Background: an optimization exercise with open tools, aiming at small area, a short achievable clock period and few clock cycles. Do not read the settings as production practice.
At most, simulation tests tie the RTL to the original design; equivalence was not proved.
Power is estimated from default activity; no workload was simulated.

Design dither_core, start of the top module:
module dither_core (
    input  wire        clk,
    input  wire        rst,             
    input  wire        start,
    input  wire [1:0]  cfg_mode,        
    input  wire        cfg_invert,
    input  wire        cfg_frame,
    input  wire        cfg_pack,        
    input  wire [7:0]  cfg_threshold,
    input  wire [15:0] cfg_width,
    input  wire [15:0] cfg_height,
    output reg         busy,
    output reg         done,
    output reg         error,
    input  wire        in_valid,
    output reg         in_ready,
    input  wire [15:0] in_data,
    output reg         out_valid,
    input  wire        out_ready,
    output reg  [7:0]  out_data,
    output reg         out_last
);
Size: about 2,000 flip-flops, ~80 I/O pins.
Settings: LEC_CHECK=0, CAP_MARGIN=20, CORE_MARGIN=2, CORE_UTILIZATION=50, CTS_CLUSTER_DIAMETER=80, CTS_CLUSTER_SIZE=25, PLACE_DENSITY=0.65, SLEW_MARGIN=20; clock period 24.0 ns.
standard.sh (not shown) runs the stock make flow with config.mk's settings and CLKGATE_MAP_FILE= SYNTH_SCRIPT=/design/flow/synth_recipe.tcl, a recipe that flattens the netlist after the stock synthesis.
==> flow/flow/run.sh <==
#!/bin/bash
# Own layout flow: the standard synthesis and ORFS steps, with the timing
# repair asked to keep a setup margin (the clock and constraints are the standard flow's).
set -euo pipefail
bash standard.sh synth > synth.log 2>&1
bash standard.sh SETUP_SLACK_MARGIN=18 "BUFFER_PORTS_ARGS=-buffer_cell sky130_fd_sc_hd__buf_2" finish > layout.log 2>&1
Testbench counts at the start, summed over its fixed seeds: cycles 111,708.
Edit:
--- a/flow/flow/run.sh
+++ b/flow/flow/run.sh
@@ -5,2 +5,4 @@
 bash standard.sh synth > synth.log 2>&1
-bash standard.sh SETUP_SLACK_MARGIN=18 "BUFFER_PORTS_ARGS=-buffer_cell sky130_fd_sc_hd__buf_2" finish > layout.log 2>&1
+bash standard.sh SETUP_SLACK_MARGIN=18 "BUFFER_PORTS_ARGS=-buffer_cell sky130_fd_sc_hd__buf_2" \
+  "CTS_ARGS=-sink_clustering_enable -repair_clock_nets -sink_clustering_size 25 -sink_clustering_max_diameter 80 -dont_use_dummy_load" \
+  finish > layout.log 2>&1
Result:
- total power went down slightly
- clock skew is higher by 0.038 ns
- setup slack gains 0.030 ns
- cell count drops slightly
- hold slack got worse by 0.026 ns
- routed wire length went down slightly
- via count barely changes
- critical path depth stays the same
- design area went down slightly
- synthesized area stays the same


dither_core, a different RTL version from the one above (not shown whole).
For scale: ~3900 cells after synthesis, about 2000 flip-flops.
Settings: LEC_CHECK=0, CAP_MARGIN=20, CORE_MARGIN=2, CORE_UTILIZATION=50, CTS_CLUSTER_DIAMETER=80, CTS_CLUSTER_SIZE=25, PLACE_DENSITY=0.65, SLEW_MARGIN=20; clock period 24.0 ns.
==> flow/flow/run.sh <==
#!/bin/bash
# Own layout flow: the standard synthesis and ORFS steps, with the timing
# repair asked to keep a setup margin (the clock and constraints are the standard flow's).
set -euo pipefail
bash standard.sh synth > synth.log 2>&1
bash standard.sh SETUP_SLACK_MARGIN=18 "BUFFER_PORTS_ARGS=-buffer_cell sky130_fd_sc_hd__buf_2" finish > layout.log 2>&1
The baseline finished clean.
Rerun with:
--- a/flow/config.mk
+++ b/flow/config.mk
@@ -10,4 +10,2 @@
-export CORE_UTILIZATION = 50
-export CTS_CLUSTER_DIAMETER = 80
-export CTS_CLUSTER_SIZE = 25
-export PLACE_DENSITY = 0.65
+export CORE_UTILIZATION = 25
+export PLACE_DENSITY = 0.4
Result:
- via count goes up slightly
- setup slack gains 0.037 ns
- core utilization goes down by 25 points
- combinational power is about the same
- sequential cell count stays the same
- clock power goes up by well over a third
- register-to-register slack gains 0.04 ns
- synthesized area does not change
Rerun with:
--- a/flow/config.mk
+++ b/flow/config.mk
@@ -10,2 +10,4 @@
-export CORE_UTILIZATION = 25
-export PLACE_DENSITY = 0.4
+export CORE_UTILIZATION = 50
+export CTS_CLUSTER_DIAMETER = 50
+export CTS_CLUSTER_SIZE = 32
+export PLACE_DENSITY = 0.65
Result: Worst setup slack improved by 0.012 ns. Clock power is lower by a quarter to a third. Sequential power stays flat. Core utilization climbs by 27 points. Total power drops by roughly a tenth. Combinational power falls slightly. Sequential cell count does not change. Cell area shrinks by a few percent.
Rerun with:
--- a/flow/config.mk
+++ b/flow/config.mk
@@ -11,2 +10,0 @@
-export CTS_CLUSTER_DIAMETER = 50
-export CTS_CLUSTER_SIZE = 32
The new run produced a clean layout.
Die area stays the same.
Final area increases by 2.8%.
Global-route usage increases by 0.48 points.
Via count increases by 1.7%.
Area after synthesis is unchanged.
Wire length increases by 1.7%.
Count of clock-buffer cells in the layout increases by 130.
Critical path depth decreases by 4.
Worst hold slack got worse by 0.0043 ns.
Power increases by 8.3%.
No functional check of the RTL was part of any run of this note.


Setup of lane 1:
Another version of the RTL of dither_core (not shown whole).
Size: about 3500 cells after synthesis, ~80 I/O pins, about 0.051 mm2 of cells after synthesis.
clock: 24.0 ns
lec_check: 0
cap_margin: 20
core_margin: 2
core_utilization: 60
place_density: 0.75
slew_margin: 20
==> flow/flow/run.sh <==
#!/bin/bash
# Own layout flow: the standard synthesis and ORFS steps, with the timing
# repair asked to keep a setup margin (the clock and constraints are the standard flow's).
set -euo pipefail
bash standard.sh synth > synth.log 2>&1
bash standard.sh SETUP_SLACK_MARGIN=18 "BUFFER_PORTS_ARGS=-buffer_cell sky130_fd_sc_hd__buf_2" \
  "CTS_ARGS=-sink_clustering_enable -repair_clock_nets -sink_clustering_size 22 -sink_clustering_max_diameter 70 -dont_use_dummy_load -sink_clustering_buffer sky130_fd_sc_hd__clkbuf_8" \
  finish > layout.log 2>&1
Testbench counts of lane 1, summed over its fixed seeds: cycles 111,708.
> inputs changed (lane 1 -> lane 2)
==> flow/flow/run.sh <==
#!/bin/bash
# Own layout flow: the standard synthesis and ORFS steps, with the timing
# repair asked to keep a setup margin (the clock and constraints are the standard flow's).
set -euo pipefail
bash standard.sh synth > synth.log 2>&1
bash standard.sh SETUP_SLACK_MARGIN=18 "BUFFER_PORTS_ARGS=-buffer_cell sky130_fd_sc_hd__buf_2" \
  "CTS_ARGS=-sink_clustering_enable -repair_clock_nets -sink_clustering_size 23 -sink_clustering_max_diameter 50 -dont_use_dummy_load -sink_clustering_buffer sky130_fd_sc_hd__clkbuf_8" \
  finish > layout.log 2>&1
## What came out
- Lane 2: full flow OK, the timing, design-rule and antenna checks passed
- Max final setup slack of the worst path across lane 1 and lane 2: lane 2
- Clock-buffer cell count, lane 2 vs lane 1: up by more than 10%
- Comparing lane 2 against lane 1, there is no change at all in sequential cell count.
- Between lane 1 and lane 2, clock network area share increased.
- Minimum period implied by the final worst setup slack came out lower on lane 2 than on lane 1.
- Diff lane 2..lane 1 | global-route usage | negligible
- Going from lane 1 to lane 2, die area shows no meaningful change; filler cell count held steady; total of cells resized after clock tree synthesis held.
- Re worst path arrival time: lane 1 was higher than lane 2.

## what the ideal ports hide
The results above use ideal ports. As a check the final layouts listed here were re-extracted and re-timed, cells and wires unchanged. Step 1 assumes that a clkbuf_16 drives the clock port and a buf_2 every other input. Step 2 adds t to the input delays and takes it off the output delays; t is the mean of the earliest and latest rising clock arrival at the registers after step 1. Input paths then give back, and output paths get back, about the clock's delay inside the block. a / b / c = ideal ports / drivers / drivers and shift; a / b = the first two.
| run | shift t [ns] | setup WS [ns] | worst hold slack (ns) |
|---|---|---|---|
| the first run of note 1 | 0.750 | 17.971 / 17.910 / 17.505 | 0.307 / 0.307 / 0.307 |
| the second run of note 1 | 0.713 | 18.001 / 17.940 / 17.496 | 0.282 / 0.282 / 0.282 |
| the first run of note 2 | 0.766 | 17.746 / 17.746 / 17.545 | 0.299 / 0.299 / 0.299 |
| the second run of note 2 | 0.885 | 17.783 / 17.732 / 17.598 | 0.278 / 0.278 / 0.278 |
| the third run of note 2 | 0.774 | 17.795 / 17.795 / 17.540 | 0.312 / 0.312 / 0.312 |
| the fourth run of note 2 | 0.825 | 17.695 / 17.695 / 17.546 | 0.307 / 0.307 / 0.307 |
| lane 1 | 0.697 | 18.023 / 17.956 / 17.526 | 0.276 / 0.276 / 0.276 |
| lane 2 | 0.697 | 18.046 / 17.977 / 17.510 | 0.244 / 0.244 / 0.244 |
After both steps setup and hold are still met in every run listed. The setup slack of lane 2, which loses most, moves by -0.069 ns with the drivers and by -0.536 ns with both steps.
